Source: an optimization exercise on an open RTL-to-GDS flow (aim: small area). Production flows keep margins and buffers that such runs may drop. The RTL was checked by simulation tests, not by an equivalence proof against the original design. The flow treats the clock pin as an ideal source, which a real chip does not have. No activity file was given, so power comes from the tool's default toggle rates.

### design/flow/config.mk
export PLATFORM = sky130hd
export DESIGN_NAME = pocsag_rx
export DESIGN_NICKNAME = pocsag_rx
export VERILOG_FILES = /design/flow/design.v
export SDC_FILE = /design/flow/constraint.sdc
export NUM_CORES = 4
export LEC_CHECK = 0
export CAP_MARGIN = 20
export CORE_MARGIN = 2
export CORE_UTILIZATION = 65
export CTS_BUF_LIST = sky130_fd_sc_hd__clkbuf_16
export CTS_CLUSTER_DIAMETER = 120
export CTS_CLUSTER_SIZE = 30
export PLACE_DENSITY = 0.75
export SLEW_MARGIN = 20
### design/flow/constraint.sdc
create_clock -name core_clock -period 14.0 [get_ports {clk}]
set_input_delay 2.8000 -clock core_clock [delete_from_list [all_inputs] [get_ports {clk}]]
set_output_delay 2.8000 -clock core_clock [all_outputs]
set_load 0.01 [all_outputs]
### design/flow/design.v
module pocsag_slicer (
    input  wire        clk,
    input  wire        rst,
    input  wire        in_valid,
    input  wire [15:0] in_sample,
    output reg         bit_valid,
    output wire        bit_val
);
    reg  [22:0] mag_acc;
    reg  [17:0] bit_sum;
    reg  [1:0]  samp_cnt;
    wire        v   = in_valid;
    wire        neg = in_sample[15];
    wire [22:0] op_b = {{7{v}}, ~mag_acc[22:7] & {16{v}}};
    wire [22:0] op_c = {7'd0, (in_sample ^ {16{neg}}) & {16{v}}};
    wire [22:0] cs_s = mag_acc ^ op_b ^ op_c;
    wire [23:0] cs_c = {(mag_acc & op_b) | (mag_acc & op_c) | (op_b & op_c), neg & v};
    wire [22:0] mag_next;
    wire [23:0] mc;
    assign mc[0] = v;
    genvar k;
    generate
        for (k = 0; k < 23; k = k + 1) begin : g_mag
            assign mag_next[k] = cs_s[k] ^ cs_c[k] ^ mc[k];
            assign mc[k + 1]   = (cs_s[k] & cs_c[k]) | (cs_s[k] & mc[k]) | (cs_c[k] & mc[k]);
        end
    endgenerate
    wire        first = (samp_cnt == 2'd0);
    wire [17:0] acc   = bit_sum & {18{~first}};
    wire [17:0] op_s  = {{2{neg}}, in_sample} & {18{v}};
    wire [17:0] sum_next;
    wire [18:0] sc;
    assign sc[0] = 1'b0;
    generate
        for (k = 0; k < 18; k = k + 1) begin : g_sum
            assign sum_next[k] = acc[k] ^ op_s[k] ^ sc[k];
            assign sc[k + 1]   = (acc[k] & op_s[k]) | (acc[k] & sc[k]) | (op_s[k] & sc[k]);
        end
    endgenerate
    wire [16:0] mq = mag_acc[22:6];
    wire [17:0] gc;
    assign gc[0] = 1'b0;
    generate
        for (k = 0; k < 17; k = k + 1) begin : g_cmp
            assign gc[k + 1] = (bit_sum[k] & ~mq[k]) | (bit_sum[k] & gc[k]) | (~mq[k] & gc[k]);
        end
    endgenerate
    assign bit_val = ~bit_sum[17] & gc[17];
    always @(posedge clk)
        bit_sum <= sum_next;
    always @(posedge clk) begin
        if (rst) begin
            mag_acc  <= 23'd0;
            samp_cnt <= 2'd0;
            bit_valid <= 1'b0;
        end else begin
            mag_acc  <= mag_next;
            bit_valid <= v & (&samp_cnt);
            if (v)
                samp_cnt <= samp_cnt + 2'd1;
        end
    end
endmodule
module pocsag_bch (
    input  wire [31:0] cw_in,
    output reg  [31:0] cw_out,
    output reg         fail
);
    localparam [32*11-1:0] SYN_TAB = {
        11'h769, 11'h3B5, 11'h1DB, 11'h785, 11'h3C3, 11'h689, 11'h345, 11'h1A3,
        11'h7B9, 11'h3DD, 11'h1EF, 11'h79F, 11'h4A7, 11'h53B, 11'h5F5, 11'h2FB,
        11'h615, 11'h30B, 11'h6ED, 11'h377, 11'h6D3, 11'h401, 11'h201, 11'h101,
        11'h081, 11'h041, 11'h021, 11'h011, 11'h009, 11'h005, 11'h003, 11'h001
    };
    reg [10:0] syn;
    reg [31:0] flip;
    integer p;
    always @* begin
        syn = 11'd0;
        for (p = 0; p < 32; p = p + 1)
            if (cw_in[p])
                syn = syn ^ SYN_TAB[p*11 +: 11];
        flip = 32'd0;
        for (p = 0; p < 32; p = p + 1)
            if (syn == SYN_TAB[p*11 +: 11])
                flip[p] = 1'b1;
        cw_out = cw_in ^ flip;
        fail   = (syn != 11'd0) && (flip == 32'd0);
    end
endmodule
module pocsag_rx (
    input  wire        clk,
    input  wire        rst,
    input  wire        in_valid,
    input  wire [15:0] in_sample,
    output wire        pre_found,
    output wire        sync_found,
    output wire        out_valid,
    output wire [3:0]  out_index,
    output wire [31:0] out_word,
    output wire        out_fail,
    output wire        out_addr
);
    localparam PRE_MIN_T = 519;
    localparam [31:0]  KMP_P  = 32'h1BA84B3E;
    localparam [159:0] KMP_FB = {5'd2, 5'd2, 5'd4, 5'd1, 5'd1, 5'd5, 5'd1, 5'd1,
                                 5'd1, 5'd3, 5'd1, 5'd3, 5'd1, 5'd2, 5'd2, 5'd2,
                                 5'd3, 5'd1, 5'd2, 5'd3, 5'd1, 5'd4, 5'd1, 5'd1,
                                 5'd2, 5'd0, 5'd1, 5'd1, 5'd1, 5'd1, 5'd1, 5'd0};
    localparam [1:0] S_PRE   = 2'd0,
                     S_SYNC  = 2'd1,
                     S_BATCH = 2'd2;
    wire bit_valid, bit_val;
    pocsag_slicer u_slicer (
        .clk       (clk),
        .rst       (rst),
        .in_valid  (in_valid),
        .in_sample (in_sample),
        .bit_valid (bit_valid),
        .bit_val   (bit_val)
    );
    reg  [1:0]  state;
    reg  [5:0]  cnt;       
    reg  [3:0]  rnd;       
    reg         full;      
    reg  [9:0]  ptrans;
    reg         prev;      
    reg         emit;
    reg  [3:0]  ph;
    reg  [3:0]  stg;       
    reg  [3:0]  stv;
    reg  [3:0]  pf;        
    reg  [15:0] ring [0:35];
    wire in_pre   = (state == S_PRE);
    wire in_sync  = (state == S_SYNC);
    wire [3:0] grp = cnt[5:2];    
    wire [1:0] c4  = cnt[1:0];
    wire [35:0] taps;
    genvar g;
    generate
        for (g = 0; g < 36; g = g + 1) begin : g_tap
            assign taps[g] = ring[g][0];
        end
    endgenerate
    reg  [8:0] dg;         
    integer r;
    always @* begin
        for (r = 0; r < 9; r = r + 1)
            dg[r] = (grp == r);
    end
    wire [8:0] dg_e   = in_sync ? 9'd1 : dg;
    wire [8:0] dprv   = {in_pre & dg_e[0], dg_e[8] | (~in_pre & dg_e[0]), dg_e[7:1]};
    wire [1:0] c4_e   = in_sync ? 2'd0 : c4;
    wire [3:0] rnd_e  = in_sync ? 4'd0 : rnd;
    wire       ok_cur = (ph + 4'd1 == rnd_e);
    wire       ok_prv = dg_e[0] ? (ph + 4'd2 == rnd_e) : ok_cur;
    reg  [3:0] wcur, wold;
    always @* begin
        for (r = 0; r < 4; r = r + 1) begin
            wcur[r] = stv[r] & (r < c4_e) & ok_cur;
            wold[r] = stv[r] & (r >= c4_e) & ok_prv;
        end
    end
    wire [3:0] wr = wcur | wold;
    reg  [35:0] we;
    always @* begin
        for (r = 0; r < 36; r = r + 1)
            we[r] = (wcur[r % 4] & dg_e[r / 4]) | (wold[r % 4] & dprv[r / 4]);
    end
    wire [8:0] dnx    = {dg[7:0], dg[8]};
    wire       at_cur = (ph == rnd);
    wire       at_nxt = dg[8] ? (ph == rnd + 4'd1) : at_cur;
    reg  [3:0] fhit;
    reg  [3:0] ftap;
    integer q;
    always @* begin
        for (r = 0; r < 4; r = r + 1) begin
            ftap[r] = 1'b0;
            for (q = 0; q < 9; q = q + 1)
                ftap[r] = ftap[r] | (taps[4 * q + r] & ((r > c4) ? dg[q] : dnx[q]));
            fhit[r] = (r > c4) ? at_cur : at_nxt;
        end
    end
    wire [1:0] rs        = c4 + 2'd1;
    wire       t_sub     = full & (fhit[rs] ? ftap[rs] : pf[rs]);
    wire       pempty    = ~full & (rnd == 4'd0) & (cnt == 6'd0);
    wire       t_add     = ~pempty & (bit_val ^ prev);
    wire [9:0] ptrans_n  = ptrans + {9'd0, t_add} - {9'd0, t_sub};
    wire       full_n    = full | ((rnd == 4'd15) & (cnt == 6'd35));
    wire       pre_match = full_n & (ptrans_n >= PRE_MIN_T);
    wire       kmp_hit   = (bit_val == KMP_P[cnt[4:0]]);
    wire       sync_hit  = kmp_hit & (&cnt[4:0]);
    wire       lane_in   = in_pre ? (bit_val ^ prev) : bit_val;
    wire       store     = bit_valid & ~in_sync;
    integer j;
    always @(posedge clk) begin
        for (j = 0; j < 36; j = j + 1) begin
            ring[j][15:1] <= ring[j][14:0];
            ring[j][0]    <= we[j] ? stg[j % 4] : ring[j][15];
        end
        for (r = 0; r < 4; r = r + 1) begin
            if (fhit[r])
                pf[r] <= ftap[r];
            if (store && c4 == r)
                stg[r] <= lane_in;
        end
    end
    always @(posedge clk) begin
        if (rst) begin
            state      <= S_PRE;
            cnt        <= 6'd0;
            rnd        <= 4'd0;
            full       <= 1'b0;
            ptrans     <= 10'd0;
            emit       <= 1'b0;
            ph         <= 4'd0;
            stv        <= 4'd0;
        end else begin
            ph         <= ph + 4'd1;
            for (r = 0; r < 4; r = r + 1)
                if (wr[r])
                    stv[r] <= 1'b0;
            if (store)
                stv[c4] <= 1'b1;
            if (out_valid) begin
                rnd <= rnd + 4'd1;
                if (rnd == 4'd15)
                    emit <= 1'b0;
            end
            if (bit_valid) begin
                case (state)
                    S_PRE: begin
                        prev <= bit_val;
                        if (pre_match) begin
                            state     <= S_SYNC;
                            cnt       <= 6'd0;
                            rnd       <= 4'd0;
                            full      <= 1'b0;
                            ptrans    <= 10'd0;
                        end else begin
                            ptrans <= ptrans_n;
                            if (cnt == 6'd35) begin
                                cnt <= 6'd0;
                                rnd <= rnd + 4'd1;
                                if (rnd == 4'd15)
                                    full <= 1'b1;
                            end else begin
                                cnt <= cnt + 6'd1;
                            end
                        end
                    end
                    S_SYNC: begin
                        cnt[4:0] <= kmp_hit ? cnt[4:0] + 5'd1 : KMP_FB[cnt[4:0]*5 +: 5];
                        if (sync_hit) begin
                            state      <= S_BATCH;
                            rnd        <= 4'd0;
                        end
                    end
                    default: begin
                        cnt[4:0] <= cnt[4:0] + 5'd1;
                        if (&cnt[4:0]) begin
                            rnd <= rnd + 4'd1;
                            if (rnd == 4'd15) begin
                                state <= S_SYNC;
                                emit  <= 1'b1;
                            end
                        end
                    end
                endcase
            end
        end
    end
    wire [31:0] raw;
    generate
        for (g = 0; g < 32; g = g + 1) begin : g_raw
            assign raw[31 - g] = taps[g];
        end
    endgenerate
    pocsag_bch u_bch (
        .cw_in  (raw),
        .cw_out (out_word),
        .fail   (out_fail)
    );
    assign pre_found  = bit_valid & in_pre & pre_match;
    assign sync_found = bit_valid & in_sync & sync_hit;
    assign out_valid  = emit & (ph == rnd);
    assign out_index = rnd;
    assign out_addr  = ~raw[31];
endmodule
### design/flow/flow/run.sh
#!/bin/bash
set -euo pipefail
export BUFFER_PORTS_ARGS="-buffer_cell sky130_fd_sc_hd__buf_1"
bash standard.sh finish > standard.log 2>&1
### design/flow/standard.sh
#!/bin/bash
# synth_recipe.tcl (not shown) runs the flow's synth.tcl, then flattens the netlist and writes it again
# the make line also repeats each setting of config.mk as NAME=value (left out here)
make -C /OpenROAD-flow-scripts/flow DESIGN_CONFIG=/design/flow/config.mk WORK_HOME=/design/flow/orfs CLKGATE_MAP_FILE= SYNTH_SCRIPT=/design/flow/synth_recipe.tcl "${@:-finish}"
==> results by group, run 1 <==
Pwr
  • IR drop worst, VDD: 0.000115 V
  • Cell Pwr Density: 144 mW/mm2
  • Leakage: 8.76 nW
  • Pwr Total: 3.21 mW

Worst setup path
  • Worst Reg2Reg Path Length in Cells: 27
  • Critical path launch point type: input pin
  • Critical Path Fanout Max: 37
  • Worst Path Required: 14.50 ns
  • CP startpoint: in_valid
  • RR Startpoint: u_slicer.mag_acc[7]
  • Crit path capture type: flop
  • Worst EP arrival: 11.93 ns
  • Type of the worst setup path: in -> reg

Timing
  • Hold Fails Final Rpt: 0
  • Setup violators final: 0
  • Clock Skew: 0.0434 ns
  • Worst Tran Pin Value: 1.16 ns
  • Unrepaired setup endpoints after global routing: false
  • Setup tns final: 0 ns
  • Slew Limit Fails: 0
  • Fmax: 87.5 MHz
  • Slew headroom: 21.6%
  • Fin crit share: 81.6%
  • Fin crit period: 11.43 ns

Floorplan
  • Die X: 184 um
  • Die Y: 184 um
  • Die area: 0.0338 mm2
  • Io pins: 60
  • Core area: 0.0317 mm2
  • Initial core utilization: 66.3%
  • Row Count: 65

Synth
  • Synth Area per Inst: 12.7 um2
  • EDFF count, synth: 9
  • Mapped Nets: 1774
  • Synthesized area: 0.0210 mm2
  • Asr flop ratio synth: 0%
  • Mapped Cells: 1662
  • Yosys top cell by area: dfxtp_1
  • Synth Register Bits: 661
  • Most frequent cell after synthesis: dfxtp_1
  • Most common flop cell mapped by yosys: dfxtp_1
  • Sequential element share of the synthesized area: 63.4%
  • Post-synth top area share: 62.1%
  • Top post-synthesis cells by count: dfxtp_1 (652), nor2_1 (92), xnor2_1 (86)
  • Synth unique cells: 91
  • Ys Warns: 4
  • Ranking of synthesized cells by area: dfxtp_1 (62%), fa_1 (5.0%), xnor2_1 (3.6%), ha_1 (2.4%), xor2_1 (2.4%)

Min path
  • Worst Hold Class: reg -> reg
  • Worst hold stages: 0
  • Hold Startpoint: ring[2][8]

Cells and area
  • Fillcell total: 2189
  • Post-route cell area: 0.0223 mm2
  • Area Growth Syn to Fin: 5.93%
  • Final nets: 1807
  • Share of cells above drive strength 1: 7.01%
  • Number of diodes: 0

Placement
  • Area post-placement: 0.0215 mm2
  • Buffers on Ports: 59
  • DP HPWL: 28.5 mm
  • Placer Congestion: 0.928

Clock network
  • Clock Root Buffer: clkbuf_16
  • Hold Buf Count CTS: 0
  • CTS tree: yes
  • Post-CTS setup buffers: 0
  • Htree depth: 1
  • CTS buffer count: 26
  • Reg clk slew, reported paths: 0.11 ns
  • Post-CTS Resized: 0
  • Clock latency (worst-skew pair): 0.59 ns
  • Clock Sinks: 661
  • CTS max path bufs: 3

Routing
  • Final WL: 41.2 mm
  • DRT Pass-1 Iters: 6
  • Vias: 11600
  • Via density: 5.52
  • Wire per inst: 19.6 um
  • Iteration-0 DRC Markers: 1016
  • Residual DRC: 0
  • Antenna Nets Post-Route: 0

GRT
  • Initial antenna violation count: 4
  • Largest net degree at the start of global routing: 56
  • First-pass GRT wire length: 64.1 mm
  • Overflow after GRT: 0
  • Total Routing Usage GR: 24.6%
  • Vias in the first global route: 11500

Run status
  • Status: complete, no violations

Run
  • Max_cap viols: 0
==> flip-flops by register name, summed over array words and instances, names as in the netlist, 4 cells and up <==
signal	count
ring	576
ph	4
stg	4
pf	4
cnt	6
u_slicer.bit_sum	18
stv	4
rnd	4
ptrans	10
u_slicer.mag_acc	23
==> path summary, 6_finish.rpt <==
kind                          endpoint  slack [ns]
setup reg to reg  u_slicer.mag_acc[21]        5.07
hold / removal              ring[2][9]        0.31
hold reg to reg             ring[2][9]        0.31
setup / recovery  u_slicer.mag_acc[21]        2.57
==> cells in the final DEF (no fill, tap or decap), types with 26 or more instances in the layout <==
| cell | count |
|---|---|
| a21oi_1 | 33 |
| a22oi_1 | 43 |
| and2_1 | 46 |
| buf_1 | 57 |
| clkbuf_16 | 26 |
| dfxtp_1 | 652 |
| fa_1 | 53 |
| ha_1 | 40 |
| inv_1 | 61 |
| mux2_2 | 39 |
| nand2_1 | 62 |
| nor2_1 | 92 |
| nor2b_1 | 47 |
| nor3_1 | 30 |
| o21ai_0 | 32 |
| xnor2_1 | 86 |
| xor2_1 | 57 |
==> critical path: stages <==
cell and delay [ns]:
clkbuf_2 0.53, nor2b_1 0.28, fa_1 0.46, ha_1 0.21
nand2b_1 0.15, fa_1 0.39, fa_1 0.39, fa_1 0.40
fa_1 0.39, fa_1 0.38, fa_1 0.41, fa_1 0.40
fa_1 0.39, fa_1 0.39, fa_1 0.39, fa_1 0.39
fa_1 0.39, fa_1 0.39, fa_1 0.39, fa_1 0.39
inv_1 0.08, fa_1 0.17, fa_1 0.20, fa_1 0.21
fa_1 0.22, fa_1 0.20, fa_1 0.42, nor2_1 0.10
==> cell families (layout without fill, tap and decap cells) <==
kind of cell	Yosys count	count (layout)	share of synthesized area [%]
AO/OA/AOI/OAI	196	196	6.52
XOR/XNOR	161	161	7.84
adder cells (fa/ha/maj)	99	99	7.73
buffers and inverters	121	157	2.34
flip-flops	661	661	63.4
multiplexers	55	55	2.91
AND/OR/NAND/NOR	369	369	9.29
==> power by group <==
group          internal, mW  total [mW]  switching [mW]
Clock                 0.344       0.878           0.534
Combinational         0.171       0.361           0.190
Sequential             1.93        1.97          0.0394
==> stage by stage <==
stage	hold slack [ns]	utilization [%]	instances	worst slack, ns
floorplan	0.310	-	1662	2.24
global placement	0.309	67.9	2069	2.26
detailed placement	0.312	67.9	2069	2.02
CTS	0.305	70.2	2100	2.59
global route	0.331	70.2	2100	2.22
finish	0.307	70.2	2100	2.57
==> area by class of cell <==
| cell class | count | area, um2 | share of cell area, % |
|---|---|---|---|
| Sequential cell | 661 | 13300 | 59.8 |
| Multi-Input combinational cell | 880 | 7230 | 32.5 |
| Clock buffer | 26 | 651 | 2.92 |
| Tap cell | 402 | 503 | 2.26 |
| Timing Repair Buffer | 66 | 277 | 1.24 |
| Inverter | 60 | 225 | 1.01 |
| Clock inverter | 5 | 60.1 | 0.270 |
==> per-layer routing <==
metal / track usage (%) / part of all wire, %
met1: 33.8 / 45
met2: 41.1 / 47
met3: 4.06 / 5.8
met4: 5.82 / 2.4
met5: 0 / 0
==> inputs of run 2 (changes only) <==
==> design/flow/flow/run.sh (replaced) <==
#!/bin/bash
set -euo pipefail
export BUFFER_PORTS_ARGS="-buffer_cell sky130_fd_sc_hd__buf_1"
bash standard.sh cts > standard_cts.log 2>&1
R=orfs/results/$FLOW_PLATFORM/pocsag_rx/base
P=$FLOW_HOME/platforms/$FLOW_PLATFORM
DONT_USE=$(make -s -C "$FLOW_HOME" DESIGN_CONFIG="$PWD/config.mk" WORK_HOME="$PWD/orfs" print-DONT_USE_CELLS 2>/dev/null | sed -n 's/^DONT_USE_CELLS: //p')
RESULTS_DIR=$R PLATFORM_DIR=$P LIB_FILES=$P/lib/sky130_fd_sc_hd__tt_025C_1v80.lib DONT_USE_CELLS="$DONT_USE" \
  openroad -no_init -exit flow/recover.tcl > recover.log 2>&1
bash standard.sh finish > standard.log 2>&1
==> design/flow/flow/recover.tcl (new file) <==
# Between clock tree synthesis and global routing: size cells down where the
# timing allows (OpenROAD's power recovery), then legalize the placement.
set res $::env(RESULTS_DIR)
read_liberty $::env(LIB_FILES)
read_db $res/4_cts.odb
read_sdc $res/4_cts.sdc
source $::env(PLATFORM_DIR)/setRC.tcl
set_dont_use $::env(DONT_USE_CELLS)
estimate_parasitics -placement
report_worst_slack -max
report_design_area
repair_timing -recover_power 100 -setup_margin 0.5 -verbose
detailed_placement
check_placement -verbose
estimate_parasitics -placement
report_worst_slack -max
report_check_types -max_slew -max_capacitance -violators
report_design_area
write_db $res/4_cts.odb
==> run 2 against run 1 <==
Non-clock buffer count rose by 1. Count of clock-buffer cells in the layout did not move. First-iteration DRC count fell by 2.4%. Area after synthesis did not move. Largest power group unchanged. Hold slack got worse by 0.0014 ns. Design area fell by 0.18%. Highest routed layer unchanged. Sequential share of layout area rose by 0.11 points. Combinational power barely moved. Register-to-register slack barely moved.
==> results by group, run 2 <==
Run status
  • Status: complete, no violations (unchanged)

Cells and area
  • Commonest non-fill, non-tap cell in the layout: dfxtp_1 (unchanged)
  • Area Growth Syn to Fin: 5.74% (was 5.93%)
  • Top flop regs: ring: 576 flops, u_slicer.mag_acc: 23 flops, u_slicer.bit_sum: 18 flops (unchanged)
  • Max reg flops: 576 (unchanged)
  • Most frequent cells in the layout: dfxtp_1 (652), nor2_1 (94), xnor2_1 (87) (was dfxtp_1 (652), nor2_1 (92), xnor2_1 (86))
  • Fillcell total: 2197 (was 2189)
  • Share of cells above drive strength 1: 6.12% (was 7.01%)
  • Biggest register: ring (unchanged)
  • Final nets: 1808 (was 1807)
  • Number of diodes: 0 (unchanged)

Clock network
  • Reg clk slew, reported paths: 0.12 ns (was 0.11 ns)
  • Clock Root Buffer: clkbuf_16 (unchanged)
  • Clock Sinks: 661 (unchanged)
  • Post-CTS setup buffers: 0 (unchanged)
  • Hold Buf Count CTS: 0 (unchanged)
  • Htree depth: 1 (unchanged)
  • CTS tree: yes (unchanged)
  • CTS max path bufs: 3 (unchanged)
  • CTS buffer count: 26 (unchanged)
  • Post-CTS Resized: 0 (unchanged)
  • Clock latency (worst-skew pair): 0.59 ns (about the same)

Synth
  • Mapped Nets: 1774 (unchanged)
  • Post-synth top area share: 62.1% (unchanged)
  • Synth Register Bits: 661 (unchanged)
  • Top post-synthesis cells by count: dfxtp_1 (652), nor2_1 (92), xnor2_1 (86) (unchanged)
  • Most common flop cell mapped by yosys: dfxtp_1 (unchanged)
  • Synthesized area: 0.0210 mm2 (unchanged)
  • Asr flop ratio synth: 0% (unchanged)
  • Ys Warns: 4 (unchanged)
  • Mapped Cells: 1662 (unchanged)
  • Yosys top cell by area: dfxtp_1 (unchanged)
  • Synth unique cells: 91 (unchanged)
  • Most frequent cell after synthesis: dfxtp_1 (unchanged)
  • EDFF count, synth: 9 (unchanged)
  • Synth Area per Inst: 12.7 um2 (unchanged)
  • Ranking of synthesized cells by area: dfxtp_1 (62%), fa_1 (5.0%), xnor2_1 (3.6%), ha_1 (2.4%), xor2_1 (2.4%) (unchanged)
  • Sequential element share of the synthesized area: 63.4% (unchanged)

Routing
  • Residual DRC: 0 (unchanged)
  • Wire per inst: 19.5 um (was 19.6 um)
  • DRT Pass-1 Iters: 7 (was 6)
  • Via density: 5.52 (about the same)
  • Iteration-0 DRC Markers: 992 (was 1016)
  • Antenna Nets Post-Route: 0 (unchanged)
  • Final WL: 41.1 mm (was 41.2 mm)
  • Vias: 11600 (about the same)

Timing
  • Worst Tran Pin Value: 1.22 ns (was 1.16 ns)
  • Slew Limit Fails: 0 (unchanged)
  • Setup tns final: 0 ns (unchanged)
  • Fin crit period: 11.44 ns (was 11.43 ns)
  • Worst Hold Margin: 0.306 ns (was 0.307 ns)
  • Final Worst Setup Slack: 2.56 ns (was 2.57 ns)
  • Clock Skew: 0.0397 ns (was 0.0434 ns)
  • Slew headroom: 17.9% (was 21.6%)
  • Setup violators final: 0 (unchanged)
  • Fin crit share: 81.7% (was 81.6%)
  • Fmax: 87.4 MHz (was 87.5 MHz)
  • Unrepaired setup endpoints after global routing: false (unchanged)
  • Hold Fails Final Rpt: 0 (unchanged)

Floorplan
  • Core area: 0.0317 mm2 (unchanged)
  • Die X: 184 um (unchanged)
  • Io pins: 60 (unchanged)
  • Die area: 0.0338 mm2 (unchanged)
  • Row Count: 65 (unchanged)
  • Die Y: 184 um (unchanged)
  • Initial core utilization: 66.3% (unchanged)

Worst setup path
  • Reg-to-reg endpoint: u_slicer.mag_acc[21] (unchanged)
  • CP startpoint: in_valid (unchanged)
  • Worst stage delay on the critical path: 0.47 ns (was 0.53 ns)
  • Crit path capture type: flop (unchanged)
  • Critical path launch point type: input pin (unchanged)
  • Worst Path Required: 14.50 ns (about the same)
  • Critical Path Fanout Max: 37 (unchanged)
  • Worst EP arrival: 11.94 ns (was 11.93 ns)
  • Type of the worst setup path: in -> reg (unchanged)
  • Critical Path End: u_slicer.mag_acc[21] (unchanged)
  • Crit path buf inv count: 3 (was 2)
  • Slowest stage cell, crit path: clkbuf_1 (was clkbuf_2)
  • Worst Reg2Reg Path Length in Cells: 27 (unchanged)
  • Crit. path cell count: 28 (unchanged)
  • Crit-path leading delay family: adder cells (unchanged)
  • R2R setup slack: 5.07 ns (about the same)
  • Most frequent CP cell: fa_1 (unchanged)
  • RR Startpoint: u_slicer.mag_acc[7] (unchanged)

Pwr
  • IR drop worst, VDD: 0.000115 V (about the same)
  • Leakage: 8.74 nW (was 8.76 nW)
  • Cell Pwr Density: 144 mW/mm2 (about the same)

GRT
  • Largest net degree at the start of global routing: 56 (unchanged)
  • Vias in the first global route: 11500 (about the same)
  • First-pass GRT wire length: 64.1 mm (about the same)
  • Initial antenna violation count: 4 (unchanged)
  • Total Routing Usage GR: 24.6% (about the same)
  • Overflow after GRT: 0 (unchanged)

Placement
  • DP HPWL: 28.5 mm (unchanged)
  • Place WS: 2.02 ns (unchanged)
  • Buffers on Ports: 59 (unchanged)
  • Placer Congestion: 0.928 (unchanged)

Min path
  • Hold Startpoint: ring[2][8] (unchanged)
  • Worst Hold Class: reg -> reg (unchanged)

Run
  • Max_cap viols: 0 (unchanged)
## run 2: cell count changes in the layout (fill, tap and decap cells not counted), moves of 2 or more
cell     delta
nor2_1      +2
maj3_1      +3
maj3_2      -3
xnor3_2     -2
xnor3_1     +2
and2_0     +14
buf_4       -2
and2_1     -14
## run 2: report_power, final
group	switching, mW	total, mW	internal [mW]	leakage (nW)
Sequential	0.0389	1.97	1.93	5.35
Combinational	0.189	0.358	0.169	3.03
Clock	0.532	0.876	0.344	0.355
Total	0.760	3.21	2.45	8.74
## run 2: worst reg2reg max path, cell delays in order (launching register included)
cell      delay (ns)
dfxtp_1         0.41
nor2b_1         0.09
fa_1            0.52
ha_1            0.21
nand2b_1        0.15
fa_1            0.39
fa_1            0.39
fa_1            0.40
fa_1            0.39
fa_1            0.38
fa_1            0.41
fa_1            0.40
fa_1            0.39
fa_1            0.39
fa_1            0.39
fa_1            0.39
fa_1            0.39
fa_1            0.39
fa_1            0.39
fa_1            0.39
inv_1           0.08
fa_1            0.17
fa_1            0.20
fa_1            0.21
fa_1            0.22
fa_1            0.20
fa_1            0.42
nor2_1          0.10
## run 2: logic make-up (layout without fill, tap and decap cells)
group	Yosys count	after routing	share of synthesized area, %
simple gates	369	369	9.29
compound gates	196	196	6.52
mux	55	55	2.91
fa+ha+maj	99	99	7.73
buf+inv	121	158	2.34
flops	661	661	63.4
xor+xnor	161	161	7.84
## run 2: layout make-up
class	instances	area, um2	area share [%]
flip-flops and latches	661	13300	59.9
inverters	60	225	1.01
repair buffers	67	298	1.34
clock inverters	5	60.1	0.270
multi-input cells	880	7170	32.3
well taps	402	503	2.26
clock buffers	26	651	2.93
## run 2: worst min-delay path by stage
stage	to	slack, ns	depth (start not counted)
after floorplan	ring[0][10]	0.31	0
after global placement	ring[22][3]	0.31	0
after detailed placement	ring[10][2]	0.31	0
after CTS	ring[2][9]	0.30	0
after global routing	ring[2][9]	0.33	0
final	ring[2][9]	0.31	0
## run 2: layer usage
layer / global-route usage [%] / part of all wire (%) / vias to the layer above
met5: 0 / 0 / -
met4: 5.73 / 2.3 / 0
met3: 4.02 / 6.1 / 79
met2: 41.2 / 47 / 359
met1: 33.7 / 45 / 5594
li1: - / - / 5571
## run 2: per-stage QoR
step | instance area, um2 | total power, mW | cells | util [%]
floorplan | 21000 | 2.27 | 1662 | -
global placement | 21500 | 2.35 | 2069 | 67.9
detailed placement | 21500 | 2.37 | 2069 | 67.9
CTS | 22300 | 3.24 | 2100 | 70.2
global route | 22200 | 3.36 | 2101 | 70.1
finish | 22200 | 3.21 | 2101 | 70.1
==> inputs of run 3 (changes only) <==
--- a/design/flow/design.v
+++ b/design/flow/design.v
@@ -128,7 +128,6 @@
     reg         emit;
     reg  [3:0]  ph;
     reg  [3:0]  stg;       
-    reg  [3:0]  stv;
     reg  [3:0]  pf;        
     reg  [15:0] ring [0:35];
     wire in_pre   = (state == S_PRE);
@@ -157,11 +156,10 @@
     reg  [3:0] wcur, wold;
     always @* begin
         for (r = 0; r < 4; r = r + 1) begin
-            wcur[r] = stv[r] & (r < c4_e) & ok_cur;
-            wold[r] = stv[r] & (r >= c4_e) & ok_prv;
-        end
-    end
-    wire [3:0] wr = wcur | wold;
+            wcur[r] = (r < c4_e) & ok_cur;
+            wold[r] = (r >= c4_e) & ok_prv;
+        end
+    end
     reg  [35:0] we;
     always @* begin
         for (r = 0; r < 36; r = r + 1)
@@ -214,14 +212,8 @@
             ptrans     <= 10'd0;
             emit       <= 1'b0;
             ph         <= 4'd0;
-            stv        <= 4'd0;
         end else begin
             ph         <= ph + 4'd1;
-            for (r = 0; r < 4; r = r + 1)
-                if (wr[r])
-                    stv[r] <= 1'b0;
-            if (store)
-                stv[c4] <= 1'b1;
             if (out_valid) begin
                 rnd <= rnd + 4'd1;
                 if (rnd == 4'd15)
==> run 3 against run 2 <==
Hold slack improved by 0.0040 ns. Critical path type unchanged. Flip-flop and latch count fell by 4. Clock skew fell by 0.011 ns. Highest routed layer unchanged. Wire length fell by 2.8%. Via count fell by 1.3%. Fmax fell by 0.39%. Combinational power fell by 8.1%. Clock power fell by 4.0%.
==> results by group, run 3 <==
Clock network
  • Htree depth: 1 (unchanged)
  • Hold Buf Count CTS: 0 (unchanged)
  • Reg clk slew, reported paths: 0.11 ns (was 0.12 ns)
  • Post-CTS Resized: 0 (unchanged)
  • CTS buffer count: 25 (was 26)
  • CTS tree: yes (unchanged)
  • Post-CTS setup buffers: 0 (unchanged)
  • Clock Sinks: 657 (was 661)
  • Clock latency (worst-skew pair): 0.59 ns (about the same)
  • CTS max path bufs: 3 (unchanged)
  • Clock Root Buffer: clkbuf_16 (unchanged)

Timing
  • Setup violators final: 0 (unchanged)
  • Worst Tran Pin Value: 1.17 ns (was 1.22 ns)
  • Final Worst Setup Slack: 2.51 ns (was 2.56 ns)
  • Fmax: 87.1 MHz (was 87.4 MHz)
  • Unrepaired setup endpoints after global routing: false (unchanged)
  • Setup tns final: 0 ns (unchanged)
  • Clock Skew: 0.0291 ns (was 0.0397 ns)
  • Worst Hold Margin: 0.310 ns (was 0.306 ns)
  • Fin crit share: 82.0% (was 81.7%)
  • Fin crit period: 11.49 ns (was 11.44 ns)
  • Hold Fails Final Rpt: 0 (unchanged)
  • Slew headroom: 21.6% (was 17.9%)
  • Slew Limit Fails: 0 (unchanged)

Placement
  • Placer Congestion: 0.909 (was 0.928)
  • Buffers on Ports: 59 (unchanged)
  • Place WS: 2.13 ns (was 2.02 ns)
  • DP HPWL: 27.8 mm (was 28.5 mm)

Synth
  • Ranking of synthesized cells by area: dfxtp_1 (62%), fa_1 (5.1%), xnor2_1 (3.4%), ha_1 (2.3%), mux2_2 (2.0%) (was dfxtp_1 (62%), fa_1 (5.0%), xnor2_1 (3.6%), ha_1 (2.4%), xor2_1 (2.4%))
  • Sequential element share of the synthesized area: 63.3% (was 63.4%)
  • Yosys top cell by area: dfxtp_1 (unchanged)
  • Mapped Nets: 1764 (was 1774)
  • Ys Warns: 4 (unchanged)
  • Mapped Cells: 1653 (was 1662)
  • Asr flop ratio synth: 0% (unchanged)
  • Top post-synthesis cells by count: dfxtp_1 (648), nand2_1 (101), xnor2_1 (81) (was dfxtp_1 (652), nor2_1 (92), xnor2_1 (86))
  • Synthesized area: 0.0209 mm2 (was 0.0210 mm2)
  • Most common flop cell mapped by yosys: dfxtp_1 (unchanged)
  • EDFF count, synth: 9 (unchanged)
  • Synth unique cells: 85 (was 91)
  • Synth Area per Inst: 12.7 um2 (about the same)
  • Synth Register Bits: 657 (was 661)
  • Post-synth top area share: 62.0% (was 62.1%)
  • Most frequent cell after synthesis: dfxtp_1 (unchanged)

Floorplan
  • Core area: 0.0316 mm2 (was 0.0317 mm2)
  • Initial core utilization: 66.1% (was 66.3%)
  • Io pins: 60 (unchanged)
  • Die X: 183 um (was 184 um)
  • Die area: 0.0336 mm2 (was 0.0338 mm2)
  • Row Count: 65 (unchanged)
  • Die Y: 183 um (was 184 um)

Cells and area
  • Final nets: 1794 (was 1808)
  • Layout Utilization: 69.6% (was 70.1%)
  • Biggest register: ring (unchanged)
  • Fillcell total: 2260 (was 2197)
  • Max reg flops: 576 (unchanged)
  • Most frequent cells in the layout: dfxtp_1 (648), nand2_1 (102), xnor2_1 (82) (was dfxtp_1 (652), nor2_1 (94), xnor2_1 (87))
  • Multi-input logic area: 0.00709 mm2 (was 0.00717 mm2)
  • Sequential Area: 0.0132 mm2 (was 0.0133 mm2)
  • Top flop regs: ring: 576 flops, u_slicer.mag_acc: 23 flops, u_slicer.bit_sum: 18 flops (unchanged)
  • Share of cells above drive strength 1: 5.39% (was 6.12%)
  • Number of diodes: 0 (unchanged)
  • Area Growth Syn to Fin: 5.32% (was 5.74%)
  • Commonest non-fill, non-tap cell in the layout: dfxtp_1 (unchanged)

Routing
  • Residual DRC: 0 (unchanged)
  • Via density: 5.48 (was 5.52)
  • Antenna Nets Post-Route: 0 (unchanged)
  • DRT Pass-1 Iters: 5 (was 7)
  • Iteration-0 DRC Markers: 922 (was 992)
  • Wire per inst: 19.1 um (was 19.5 um)
  • Vias: 11500 (was 11600)
  • Final WL: 39.9 mm (was 41.1 mm)

Worst setup path
  • Critical Path Fanout Max: 17 (was 37)
  • Worst Path Required: 14.51 ns (was 14.50 ns)
  • Slowest stage cell, crit path: fa_1 (was clkbuf_1)
  • Crit path capture type: flop (unchanged)
  • Worst stage delay on the critical path: 0.48 ns (was 0.47 ns)
  • Most frequent CP cell: fa_1 (unchanged)
  • Type of the worst setup path: in -> reg (unchanged)
  • Worst EP arrival: 12.00 ns (was 11.94 ns)
  • CP startpoint: in_sample[15] (was in_valid)
  • RR Startpoint: u_slicer.mag_acc[7] (unchanged)
  • Critical path launch point type: input pin (unchanged)

Pwr
  • Cell Pwr Density: 144 mW/mm2 (about the same)
  • Leakage: 8.89 nW (was 8.74 nW)
  • IR drop worst, VDD: 0.000109 V (was 0.000115 V)

GRT
  • Total Routing Usage GR: 24.0% (was 24.6%)
  • Largest net degree at the start of global routing: 60 (was 56)
  • Initial antenna violation count: 0 (was 4)
  • Vias in the first global route: 11400 (was 11500)
  • First-pass GRT wire length: 62.5 mm (was 64.1 mm)
  • Overflow after GRT: 0 (unchanged)

Run
  • Max_cap viols: 0 (unchanged)

Run status
  • Status: complete, no violations (unchanged)

Min path
  • Worst Hold Class: reg -> reg (unchanged)
  • Hold Startpoint: ring[20][12] (was ring[2][8])
run 3: through the flow:
stage / area (um2) / cells / total power [mW]
2_1_floorplan: 20900 / 1653 / 2.28
5_1_grt: 22000 / 2089 / 3.32
3_3_place_gp: 21400 / 2057 / 2.35
6_report: 22000 / 2089 / 3.16
4_1_cts: 22100 / 2088 / 3.20
3_5_place_dp: 21400 / 2057 / 2.37
run 3: where the power goes:
part | switching [mW] | internal, mW
Combinational | 0.170 | 0.159
Sequential | 0.0470 | 1.95
Clock | 0.513 | 0.328
Total | 0.731 | 2.43
run 3: cells by family after synthesis:
group,count (synthesis),share of synthesized area (%)
xor gates and xnor gates,159,8.60
buffers and inverters,130,2.64
adders and majority gates,97,7.64
AOI/OAI and AO/OA,188,6.14
DFF,657,63.3
muxes,50,2.68
and+or+nand+nor,372,8.99
run 3: worst paths after layout:
kind / to / slack, ns / depth (start not counted)
setup / recovery: u_slicer.mag_acc[21] / 2.51 / 30
hold / removal: ring[20][13] / 0.31 / 0
setup reg to reg: u_slicer.mag_acc[21] / 5.08 / 27
hold reg to reg: ring[20][13] / 0.31 / 0
run 3: worst max-delay path, delay by kind of cell:
family                   cells  cell delay, ns
AND/OR/NAND/NOR              3            0.43
XOR/XNOR                     1            0.26
buffers and inverters        3            0.47
adder cells (fa/ha/maj)     23            8.01
run 3: layer usage:
metal  share of wire, %  GRT usage [%]  up-vias
met5                  0              0        -
met4                1.8           5.50        0
met1                 46           34.6     5505
met3                6.4           3.63       53
li1                   -              -     5513
met2                 46           38.6      382
run 3: cell type report:
class | count | area share (%)
clock buffer | 25 | 2.84
multi-input combinational | 866 | 32.2
clock inverter | 6 | 0.182
tap | 402 | 2.28
timing repair buffer | 65 | 1.27
inverter | 68 | 1.16
sequential | 657 | 60.1
==> inputs of run 4 (changes only) <==
--- a/design/flow/design.v
+++ b/design/flow/design.v
@@ -125,7 +125,8 @@
     reg         full;      
     reg  [9:0]  ptrans;
     reg         prev;      
-    reg         emit;
+    reg         arm;       
+    reg         act;       
     reg  [3:0]  ph;
     reg  [3:0]  stg;       
     reg  [3:0]  pf;        
@@ -150,9 +151,8 @@
     wire [8:0] dg_e   = in_sync ? 9'd1 : dg;
     wire [8:0] dprv   = {in_pre & dg_e[0], dg_e[8] | (~in_pre & dg_e[0]), dg_e[7:1]};
     wire [1:0] c4_e   = in_sync ? 2'd0 : c4;
-    wire [3:0] rnd_e  = in_sync ? 4'd0 : rnd;
-    wire       ok_cur = (ph + 4'd1 == rnd_e);
-    wire       ok_prv = dg_e[0] ? (ph + 4'd2 == rnd_e) : ok_cur;
+    wire       ok_cur = (ph + 4'd1 == rnd);
+    wire       ok_prv = dg_e[0] ? (ph + 4'd2 == rnd) : ok_cur;
     reg  [3:0] wcur, wold;
     always @* begin
         for (r = 0; r < 4; r = r + 1) begin
@@ -180,11 +180,10 @@
         end
     end
     wire [1:0] rs        = c4 + 2'd1;
-    wire       t_sub     = full & (fhit[rs] ? ftap[rs] : pf[rs]);
-    wire       pempty    = ~full & (rnd == 4'd0) & (cnt == 6'd0);
-    wire       t_add     = ~pempty & (bit_val ^ prev);
+    wire       full_n    = full | ((rnd == 4'd15) & (cnt == 6'd35));
+    wire       t_sub     = full_n & (fhit[rs] ? ftap[rs] : pf[rs]);
+    wire       t_add     = bit_val ^ prev;
     wire [9:0] ptrans_n  = ptrans + {9'd0, t_add} - {9'd0, t_sub};
-    wire       full_n    = full | ((rnd == 4'd15) & (cnt == 6'd35));
     wire       pre_match = full_n & (ptrans_n >= PRE_MIN_T);
     wire       kmp_hit   = (bit_val == KMP_P[cnt[4:0]]);
     wire       sync_hit  = kmp_hit & (&cnt[4:0]);
@@ -210,42 +209,39 @@
             rnd        <= 4'd0;
             full       <= 1'b0;
             ptrans     <= 10'd0;
-            emit       <= 1'b0;
+            prev       <= 1'b0;
+            arm        <= 1'b0;
+            act        <= 1'b0;
             ph         <= 4'd0;
         end else begin
             ph         <= ph + 4'd1;
-            if (out_valid) begin
-                rnd <= rnd + 4'd1;
-                if (rnd == 4'd15)
-                    emit <= 1'b0;
+            if (arm && ph == 4'd0) begin
+                arm <= 1'b0;
+                act <= 1'b1;
             end
+            if (act && ph == 4'd15)
+                act <= 1'b0;
             if (bit_valid) begin
                 case (state)
                     S_PRE: begin
-                        prev <= bit_val;
+                        prev   <= bit_val;
+                        ptrans <= ptrans_n;
+                        full   <= full_n;
                         if (pre_match) begin
-                            state     <= S_SYNC;
-                            cnt       <= 6'd0;
-                            rnd       <= 4'd0;
-                            full      <= 1'b0;
-                            ptrans    <= 10'd0;
+                            state <= S_SYNC;
+                            cnt   <= 6'd0;
+                            rnd   <= 4'd0;
+                        end else if (cnt == 6'd35) begin
+                            cnt <= 6'd0;
+                            rnd <= rnd + 4'd1;
                         end else begin
-                            ptrans <= ptrans_n;
-                            if (cnt == 6'd35) begin
-                                cnt <= 6'd0;
-                                rnd <= rnd + 4'd1;
-                                if (rnd == 4'd15)
-                                    full <= 1'b1;
-                            end else begin
-                                cnt <= cnt + 6'd1;
-                            end
+                            cnt <= cnt + 6'd1;
                         end
                     end
                     S_SYNC: begin
                         cnt[4:0] <= kmp_hit ? cnt[4:0] + 5'd1 : KMP_FB[cnt[4:0]*5 +: 5];
                         if (sync_hit) begin
                             state      <= S_BATCH;
-                            rnd        <= 4'd0;
                         end
                     end
                     default: begin
@@ -254,7 +250,7 @@
                             rnd <= rnd + 4'd1;
                             if (rnd == 4'd15) begin
                                 state <= S_SYNC;
-                                emit  <= 1'b1;
+                                arm   <= 1'b1;
                             end
                         end
                     end
@@ -275,7 +271,7 @@
     );
     assign pre_found  = bit_valid & in_pre & pre_match;
     assign sync_found = bit_valid & in_sync & sync_hit;
-    assign out_valid  = emit & (ph == rnd);
-    assign out_index = rnd;
+    assign out_valid  = act | (arm & (ph == 4'd0));
+    assign out_index  = ph;
     assign out_addr  = ~raw[31];
 endmodule
==> design/flow/flow/run.sh (replaced) <==
#!/bin/bash
set -euo pipefail
W=$PWD
sed 's|^\( *\)log_cmd abc {\*}$abc_args$|\1log_cmd abc {*}[lreplace $abc_args 1 1 $::env(AREA_ABC_SCRIPT)]|' \
  "$FLOW_HOME/scripts/synth.tcl" > "$W/synth_area_orfs.tcl"
grep -q 'AREA_ABC_SCRIPT' "$W/synth_area_orfs.tcl"
sed "s|source \$::env(SCRIPTS_DIR)/synth.tcl|source $W/synth_area_orfs.tcl|" synth_recipe.tcl > "$W/synth_area.tcl"
grep -q "source $W/synth_area_orfs.tcl" "$W/synth_area.tcl"
export AREA_ABC_SCRIPT=$W/flow/abc_area.script
export BUFFER_PORTS_ARGS="-buffer_cell sky130_fd_sc_hd__buf_1"
bash standard.sh SYNTH_SCRIPT="$W/synth_area.tcl" cts > standard_cts.log 2>&1
R=orfs/results/$FLOW_PLATFORM/pocsag_rx/base
P=$FLOW_HOME/platforms/$FLOW_PLATFORM
DONT_USE=$(make -s -C "$FLOW_HOME" DESIGN_CONFIG="$W/config.mk" WORK_HOME="$W/orfs" print-DONT_USE_CELLS 2>/dev/null | sed -n 's/^DONT_USE_CELLS: //p')
RESULTS_DIR=$R PLATFORM_DIR=$P LIB_FILES=$P/lib/sky130_fd_sc_hd__tt_025C_1v80.lib DONT_USE_CELLS="$DONT_USE" \
  openroad -no_init -exit flow/recover.tcl > recover.log 2>&1
bash standard.sh SYNTH_SCRIPT="$W/synth_area.tcl" finish > standard.log 2>&1
==> design/flow/flow/abc_area.script (new file) <==
&get -n
&st
&dch -f
&nf -a -R 1000
&st
&syn2
&dch -f
&nf -a -R 1000
&st
&syn2
&dch -f
&nf -a -R 1000
&st
&syn2
&dch -f
&nf -a -R 1000
&put
--- a/design/flow/config.mk
+++ b/design/flow/config.mk
@@ -9,7 +9,7 @@
 export CORE_MARGIN = 2
 export CORE_UTILIZATION = 65
 export CTS_BUF_LIST = sky130_fd_sc_hd__clkbuf_16
-export CTS_CLUSTER_DIAMETER = 120
+export CTS_CLUSTER_DIAMETER = 80
 export CTS_CLUSTER_SIZE = 30
 export PLACE_DENSITY = 0.75
 export SLEW_MARGIN = 20
==> run 4 against run 3 <==
Synthesized cell count fell by 7.3%. Still clean. Register-to-register slack got worse by 0.16 ns. Sequential share of layout area rose by 2.3 points. Non-clock buffer count fell by 2. First-iteration DRC count fell by 2.3%.
==> results by group, run 4 <==
Synth
  • Ys Warns: 4 (unchanged)
  • Ranking of synthesized cells by area: dfxtp_1 (66%), fa_1 (5.4%), xnor2_1 (5.2%), xor2_1 (2.5%), ha_1 (2.5%) (was dfxtp_1 (62%), fa_1 (5.1%), xnor2_1 (3.4%), ha_1 (2.3%), mux2_2 (2.0%))
  • Synth unique cells: 48 (was 85)
  • Mapped Nets: 1644 (was 1764)
  • Mapped Cells: 1533 (was 1653)
  • Synth Register Bits: 658 (was 657)
  • Top post-synthesis cells by count: dfxtp_1 (650), xnor2_1 (117), nor2_1 (104) (was dfxtp_1 (648), nand2_1 (101), xnor2_1 (81))
  • EDFF count, synth: 8 (was 9)
  • Asr flop ratio synth: 0% (unchanged)
  • Post-synth top area share: 66.0% (was 62.0%)
  • Yosys top cell by area: dfxtp_1 (unchanged)
  • Sequential element share of the synthesized area: 67.3% (was 63.3%)
  • Most common flop cell mapped by yosys: dfxtp_1 (unchanged)
  • Synth Area per Inst: 12.9 um2 (was 12.7 um2)
  • Synthesized area: 0.0197 mm2 (was 0.0209 mm2)
  • Most frequent cell after synthesis: dfxtp_1 (unchanged)

Clock network
  • CTS buffer count: 27 (was 25)
  • Post-CTS setup buffers: 0 (unchanged)
  • Hold Buf Count CTS: 0 (unchanged)
  • Clock Root Buffer: clkbuf_16 (unchanged)
  • Htree depth: 1 (unchanged)
  • Clock Sinks: 658 (was 657)
  • CTS max path bufs: 3 (unchanged)
  • CTS tree: yes (unchanged)
  • Reg clk slew, reported paths: 0.11 ns (about the same)
  • Post-CTS Resized: 0 (unchanged)
  • Clock latency (worst-skew pair): 0.59 ns (about the same)

Placement
  • Place WS: 1.59 ns (was 2.13 ns)
  • Placer Congestion: 0.890 (was 0.909)
  • Area post-placement: 0.0204 mm2 (was 0.0214 mm2)
  • DP HPWL: 25.2 mm (was 27.8 mm)
  • Buffers on Ports: 59 (unchanged)

Timing
  • Slew headroom: 30.1% (was 21.6%)
  • Setup violators final: 0 (unchanged)
  • Worst Tran Pin Value: 1.05 ns (was 1.17 ns)
  • Clock Skew: 0.0262 ns (was 0.0291 ns)
  • Fin crit period: 11.78 ns (was 11.49 ns)
  • Final Worst Setup Slack: 2.22 ns (was 2.51 ns)
  • Hold Fails Final Rpt: 0 (unchanged)
  • Fin crit share: 84.1% (was 82.0%)
  • Fmax: 84.9 MHz (was 87.1 MHz)
  • Unrepaired setup endpoints after global routing: false (unchanged)
  • Slew Limit Fails: 0 (unchanged)
  • Setup tns final: 0 ns (unchanged)

Cells and area
  • Number of diodes: 0 (unchanged)
  • Share of cells above drive strength 1: 2.45% (was 5.39%)
  • Sequential Area: 0.0133 mm2 (was 0.0132 mm2)
  • Final nets: 1736 (was 1794)
  • Fillcell total: 2021 (was 2260)
  • Biggest register: ring (unchanged)
  • Multi-input logic area: 0.00619 mm2 (was 0.00709 mm2)
  • Commonest non-fill, non-tap cell in the layout: dfxtp_1 (unchanged)
  • Top flop regs: ring: 576 flops, u_slicer.mag_acc: 23 flops, u_slicer.bit_sum: 18 flops (unchanged)
  • Max reg flops: 576 (unchanged)
  • Area Growth Syn to Fin: 7.80% (was 5.32%)
  • Post-route cell area: 0.0212 mm2 (was 0.0220 mm2)
  • Most frequent cells in the layout: dfxtp_1 (650), xnor2_1 (117), nor2_1 (104) (was dfxtp_1 (648), nand2_1 (102), xnor2_1 (82))

GRT
  • Total Routing Usage GR: 23.4% (was 24.0%)
  • Initial antenna violation count: 0 (unchanged)
  • Met3 Use GR: 2.34% (was 3.63%)
  • First-pass GRT wire length: 57.2 mm (was 62.5 mm)
  • Busiest grt layer: met2 (unchanged)
  • Routing usage on met1: 33.7% (was 34.6%)
  • Largest net degree at the start of global routing: 57 (was 60)
  • Overflow after GRT: 0 (unchanged)
  • Vias in the first global route: 10600 (was 11400)
  • Met2 Usage GRT: 37.9% (was 38.6%)

Routing
  • Wire per inst: 18.1 um (was 19.1 um)
  • Residual DRC: 0 (unchanged)
  • Final WL: 36.7 mm (was 39.9 mm)
  • DRT Pass-1 Iters: 6 (was 5)
  • Vias: 10800 (was 11500)
  • Via density: 5.33 (was 5.48)
  • Iteration-0 DRC Markers: 901 (was 922)
  • Antenna Nets Post-Route: 0 (unchanged)

Worst setup path
  • Crit path capture type: flop (unchanged)
  • Worst stage delay on the critical path: 0.76 ns (was 0.48 ns)
  • Slowest stage cell, crit path: clkbuf_1 (was fa_1)
  • Critical Path Fanout Max: 16 (was 17)
  • Most frequent CP cell: fa_1 (unchanged)
  • Critical path launch point type: input pin (unchanged)
  • Type of the worst setup path: in -> reg (unchanged)
  • Worst EP arrival: 12.25 ns (was 12.00 ns)
  • R2R setup slack: 4.92 ns (was 5.08 ns)
  • Worst Path Required: 14.47 ns (was 14.51 ns)

Floorplan
  • Io pins: 60 (unchanged)
  • Initial core utilization: 66.3% (was 66.1%)
  • Row Count: 63 (was 65)
  • Die Y: 178 um (was 183 um)
  • Core area: 0.0297 mm2 (was 0.0316 mm2)
  • Die area: 0.0317 mm2 (was 0.0336 mm2)
  • Die X: 178 um (was 183 um)

Run
  • Max_cap viols: 0 (unchanged)

Run status
  • Status: complete, no violations (unchanged)

Min path
  • Worst Hold Class: reg -> reg (unchanged)

Pwr
  • IR drop worst, VDD: 0.000127 V (was 0.000109 V)
  • Leakage: 8.39 nW (was 8.89 nW)
  • Cell Pwr Density: 155 mW/mm2 (was 144 mW/mm2)
-- run 4: cells by family (layout without fill, tap and decap cells) --
group           count (synthesis)  after routing  synth area share [%]
simple gates                  342            342                  8.23
buf+inv                        72            171                  1.37
xor+xnor                      173            173                  7.69
flops                         658            658                  67.3
compound gates                154            154                  5.23
mux                            41             41                  2.32
fa+ha+maj                      93             93                  7.91
-- run 4: metal layers --
metal / share of wire, % / wire length [um]
met5: 0 / 0
met4: 2.6 / 947
met3: 4.6 / 1690
met2: 46 / 16800
met1: 47 / 17300
-- run 4: worst paths after layout --
| kind | to | depth (start not counted) | from |
|---|---|---|---|
| worst max-delay path | u_slicer.mag_acc[22] | 33 | in_sample[15] |
| worst min-delay path | ring[16][2] | 0 | ring[16][1] |
| worst max register to register | u_slicer.mag_acc[22] | 31 | u_slicer.mag_acc[7] |
| worst min register to register | ring[16][2] | 0 | ring[16][1] |
-- run 4: critical path: cells and delay by family --
kind	cells	cell delay, ns
simple gates	3	0.22
fa+ha+maj	23	7.67
xor+xnor	3	0.55
compound gates	1	0.11
buf+inv	3	0.91
-- run 4: cell type report --
type,instances,area share (%)
clock buffers,27,3.18
clock inverters,9,0.489
inverters,72,1.27
multi-input cells,803,29.1
flip-flops and latches,658,62.4
well taps,390,2.30
repair buffers,63,1.24
-- run 4: per-stage QoR --
step	hold WS [ns]	cells	utilization [%]	power [mW]
after global placement	0.310	1985	68.8	2.39
final	0.321	2022	71.5	3.29
after CTS	0.323	2021	71.4	3.31
after global routing	0.326	2022	71.5	3.44
after detailed placement	0.312	1985	68.8	2.41
after floorplan	0.310	1533	-	2.31
-- run 4: report_power, final --
| group | switching [mW] | internal [mW] | leakage [nW] | total [mW] |
|---|---|---|---|---|
| sequential | 0.0503 | 1.95 | 5.34 | 2.00 |
| combinational | 0.193 | 0.175 | 2.66 | 0.368 |
| clock | 0.551 | 0.365 | 0.391 | 0.917 |
| total | 0.795 | 2.49 | 8.39 | 3.29 |
==> inputs of run 5 (changes only) <==
--- a/design/flow/config.mk
+++ b/design/flow/config.mk
@@ -9,7 +9,7 @@
 export CORE_MARGIN = 2
 export CORE_UTILIZATION = 65
 export CTS_BUF_LIST = sky130_fd_sc_hd__clkbuf_16
-export CTS_CLUSTER_DIAMETER = 80
+export CTS_CLUSTER_DIAMETER = 120
 export CTS_CLUSTER_SIZE = 30
 export PLACE_DENSITY = 0.75
 export SLEW_MARGIN = 20
==> run 5 against run 4 <==
Combinational power decreased by 1%. Core utilization down 0.40 points. Global-route usage fell by 0.22 points. Critical path depth stayed put. Count of clock-buffer cells in the layout fell by 2. Largest cell class unchanged. Sequential share of layout area up 0.35 points. Clock power decreased by 8.1%. Design area shrank 0.56%. Highest routed layer unchanged. Register-to-register slack about the same. Largest power group unchanged. Setup slack improved by 0.027 ns. Total power down 2.4%.
==> results by group, run 5 <==
Routing
  • Final WL: 36.2 mm (was 36.7 mm)
  • DRT Pass-1 Iters: 7 (was 6)
  • Residual DRC: 0 (unchanged)
  • Vias: 10700 (was 10800)
  • Iteration-0 DRC Markers: 885 (was 901)
  • Wire per inst: 18.0 um (was 18.1 um)
  • Via density: 5.32 (was 5.33)
  • Antenna Nets Post-Route: 0 (unchanged)

Floorplan
  • Initial core utilization: 66.3% (unchanged)
  • Die X: 178 um (unchanged)
  • Die area: 0.0317 mm2 (unchanged)
  • Row Count: 63 (unchanged)
  • Core area: 0.0297 mm2 (unchanged)
  • Die Y: 178 um (unchanged)
  • Io pins: 60 (unchanged)

Synth
  • Synthesized area: 0.0197 mm2 (unchanged)
  • Asr flop ratio synth: 0% (unchanged)
  • Ys Warns: 4 (unchanged)
  • Yosys top cell by area: dfxtp_1 (unchanged)
  • EDFF count, synth: 8 (unchanged)
  • Ranking of synthesized cells by area: dfxtp_1 (66%), fa_1 (5.4%), xnor2_1 (5.2%), xor2_1 (2.5%), ha_1 (2.5%) (unchanged)
  • Post-synth top area share: 66.0% (unchanged)
  • Synth Register Bits: 658 (unchanged)
  • Top post-synthesis cells by count: dfxtp_1 (650), xnor2_1 (117), nor2_1 (104) (unchanged)
  • Mapped Nets: 1644 (unchanged)
  • Mapped Cells: 1533 (unchanged)
  • Sequential element share of the synthesized area: 67.3% (unchanged)
  • Most frequent cell after synthesis: dfxtp_1 (unchanged)
  • Most common flop cell mapped by yosys: dfxtp_1 (unchanged)
  • Synth unique cells: 48 (unchanged)
  • Synth Area per Inst: 12.9 um2 (unchanged)

Cells and area
  • Commonest non-fill, non-tap cell in the layout: dfxtp_1 (unchanged)
  • Most frequent cells in the layout: dfxtp_1 (650), xnor2_1 (117), nor2_1 (104) (unchanged)
  • Max reg flops: 576 (unchanged)
  • Area Growth Syn to Fin: 7.20% (was 7.80%)
  • Biggest register: ring (unchanged)
  • Share of cells above drive strength 1: 1.97% (was 2.45%)
  • Multi-input logic area: 0.00619 mm2 (unchanged)
  • Top flop regs: ring: 576 flops, u_slicer.mag_acc: 23 flops, u_slicer.bit_sum: 18 flops (unchanged)
  • Final nets: 1734 (was 1736)
  • Fillcell total: 2030 (was 2021)
  • Sequential Area: 0.0133 mm2 (unchanged)
  • Number of diodes: 0 (unchanged)

Worst setup path
  • Worst stage delay on the critical path: 0.74 ns (was 0.76 ns)
  • Critical path launch point type: input pin (unchanged)
  • R2R setup slack: 4.92 ns (about the same)
  • Worst Path Required: 14.46 ns (was 14.47 ns)
  • Crit path capture type: flop (unchanged)
  • Worst Reg2Reg Path Length in Cells: 31 (unchanged)
  • RR Startpoint: u_slicer.mag_acc[7] (unchanged)
  • Type of the worst setup path: in -> reg (unchanged)
  • Most frequent CP cell: fa_1 (unchanged)
  • Worst EP arrival: 12.21 ns (was 12.25 ns)
  • Slowest stage cell, crit path: clkbuf_1 (unchanged)
  • Critical Path Fanout Max: 16 (unchanged)
  • Reg-to-reg endpoint: u_slicer.mag_acc[22] (unchanged)

Pwr
  • Leakage: 8.33 nW (was 8.39 nW)
  • Pint: 2.46 mW (was 2.49 mW)
  • Sequential share of power: 62.4% (was 60.9%)
  • Clock share of power: 26.2% (was 27.9%)
  • IR drop worst, VDD: 0.000150 V (was 0.000127 V)
  • Net Sw Frac: 23.5% (was 24.2%)
  • Psw: 0.756 mW (was 0.795 mW)
  • Cell Pwr Density: 152 mW/mm2 (was 155 mW/mm2)
  • Pwr Total: 3.21 mW (was 3.29 mW)
  • Logic pwr share: 11.3% (was 11.2%)

Clock network
  • Clock Sinks: 658 (unchanged)
  • CTS tree: yes (unchanged)
  • Reg clk slew, reported paths: 0.11 ns (about the same)
  • Clock Root Buffer: clkbuf_16 (unchanged)
  • Post-CTS setup buffers: 0 (unchanged)
  • Hold Buf Count CTS: 0 (unchanged)
  • Htree depth: 1 (unchanged)
  • CTS buffer count: 25 (was 27)
  • Clock latency (worst-skew pair): 0.59 ns (about the same)
  • CTS max path bufs: 3 (unchanged)
  • Post-CTS Resized: 0 (unchanged)

Timing
  • Clock Skew: 0.0322 ns (was 0.0262 ns)
  • Slew headroom: 31.5% (was 30.1%)
  • Slew Limit Fails: 0 (unchanged)
  • Fin crit period: 11.75 ns (was 11.78 ns)
  • Fmax: 85.1 MHz (was 84.9 MHz)
  • Setup tns final: 0 ns (unchanged)
  • Hold Fails Final Rpt: 0 (unchanged)
  • Unrepaired setup endpoints after global routing: false (unchanged)
  • Fin crit share: 83.9% (was 84.1%)
  • Worst Tran Pin Value: 1.03 ns (was 1.05 ns)
  • Setup violators final: 0 (unchanged)

Min path
  • Hold EP: ring[3][8] (was ring[16][2])
  • Worst hold stages: 0 (unchanged)
  • Worst Hold Class: reg -> reg (unchanged)
  • Hold Startpoint: ring[3][7] (was ring[16][1])

GRT
  • Initial antenna violation count: 0 (unchanged)
  • Vias in the first global route: 10600 (about the same)
  • Total Routing Usage GR: 23.2% (was 23.4%)
  • Overflow after GRT: 0 (unchanged)
  • Largest net degree at the start of global routing: 57 (unchanged)
  • First-pass GRT wire length: 56.9 mm (was 57.2 mm)

Run status
  • Status: complete, no violations (unchanged)

Placement
  • DP HPWL: 25.2 mm (unchanged)
  • Placer Congestion: 0.890 (unchanged)
  • Buffers on Ports: 59 (unchanged)

Run
  • Max_cap viols: 0 (unchanged)
## run 5: changes by cell type in the layout (fill, tap and decap cells not counted), sizes merged
cell / change
inv: -3
clkbuf: -2
clkinv: -1
## run 5: per-layer routing
metal  vias up  routed length, um  part of all wire, %  global-route usage [%]
met4         0                862                  2.4                    5.91
met1      5140              16900                   47                    33.5
met5         -                  0                    0                       0
li1       5228                  -                    -                       -
met3        62               1740                  4.8                    2.47
met2       301              16700                   46                    37.6
## run 5: power groups by stage
stage                     logic, mW  clock network (mW)  registers [mW]
after floorplan               0.286                   0            2.03
after global placement        0.347                   0            2.05
after detailed placement      0.364                   0            2.05
after CTS                     0.367               0.864            2.01
after global routing          0.427               0.925            2.01
final                         0.363               0.843            2.01
## run 5: cell type report
cell class,count,share of cell area (%)
flip-flops and latches,658,62.7
multi-input cells,803,29.3
clock buffers,25,2.96
well taps,390,2.31
inverters,72,1.28
repair buffers,63,1.24
clock inverters,5,0.166
## run 5: kinds of logic after synthesis
group                      count (synthesis)  synth area share (%)
muxes                                     41                  2.32
buffers and inverters                     72                  1.37
and+or+nand+nor                          342                  8.23
DFF                                      658                  67.3
AOI/OAI and AO/OA                        154                  5.23
xor gates and xnor gates                 173                  7.69
adders and majority gates                 93                  7.91
## run 5: how the worst max path moves through the flow
stage	from	endpoint	slack, ns
2_1_floorplan	in_sample[0]	u_slicer.mag_acc[22]	2.86
3_3_place_gp	in_sample[15]	u_slicer.mag_acc[22]	1.82
3_5_place_dp	in_sample[15]	u_slicer.mag_acc[22]	1.59
4_1_cts	in_sample[15]	u_slicer.mag_acc[22]	2.20
5_1_grt	in_sample[15]	u_slicer.mag_acc[22]	1.85
6_report	in_sample[15]	u_slicer.mag_acc[22]	2.25
## run 5: worst max-delay path, delay by kind of cell
family | cells | cell delay (ns)
AO/OA/AOI/OAI | 1 | 0.11
XOR/XNOR | 3 | 0.52
adder cells (fa/ha/maj) | 23 | 7.65
buffers and inverters | 3 | 0.88
AND/OR/NAND/NOR | 3 | 0.22
## run 5: per-stage QoR
step / utilization, % / area (um2) / hold slack [ns] / setup slack [ns] / cells
3_5_place_dp: 68.8 / 20400 / 0.312 / 1.59 / 1985
5_1_grt: 71.1 / 21100 / 0.335 / 1.85 / 2016
4_1_cts: 71.0 / 21100 / 0.328 / 2.20 / 2015
3_3_place_gp: 68.8 / 20400 / 0.310 / 1.82 / 1985
6_report: 71.1 / 21100 / 0.325 / 2.25 / 2016
2_1_floorplan: - / 19700 / 0.310 / 2.86 / 1533

afterwards: timing with drivers on the ports:
Ports are ideal in the flow. The routed layouts listed here were re-timed in OpenROAD. Step 1: set_driving_cell puts a clkbuf_16 on clk and a buf_2 on each other input, an assumption about the parent block. Step 2 times the ports against the registers' clock, not the clock port: input delays grow and output delays shrink by t, the midpoint of the rising clock arrivals with the driver on. Three values: ideal, step 1, step 2; two values: the first two.
run | t (ns) | slack for setup (ns) | hold WS [ns] | worst setup path at the end | worst slew at a driven data input, ns
run 1 | 0.621 | 2.571 / 2.598 / 1.978 | 0.307 / 0.307 / 0.307 | input to register | 0.03
run 2 | 0.617 | 2.558 / 2.587 / 1.970 | 0.306 / 0.306 / 0.306 | input to register | 0.03
run 3 | 0.621 | 2.513 / 2.545 / 1.923 | 0.310 / 0.310 / 0.310 | input to register | 0.04
run 4 | 0.631 | 2.223 / 2.246 / 1.615 | 0.321 / 0.321 / 0.321 | input to register | 0.03
run 5 | 0.625 | 2.250 / 2.272 / 1.647 | 0.325 / 0.325 / 0.325 | input to register | 0.04
After both steps setup and hold are still met in every run listed. For run 4, which loses most, drivers alone change the setup slack by +0.023 ns; drivers and shift together by -0.608 ns.
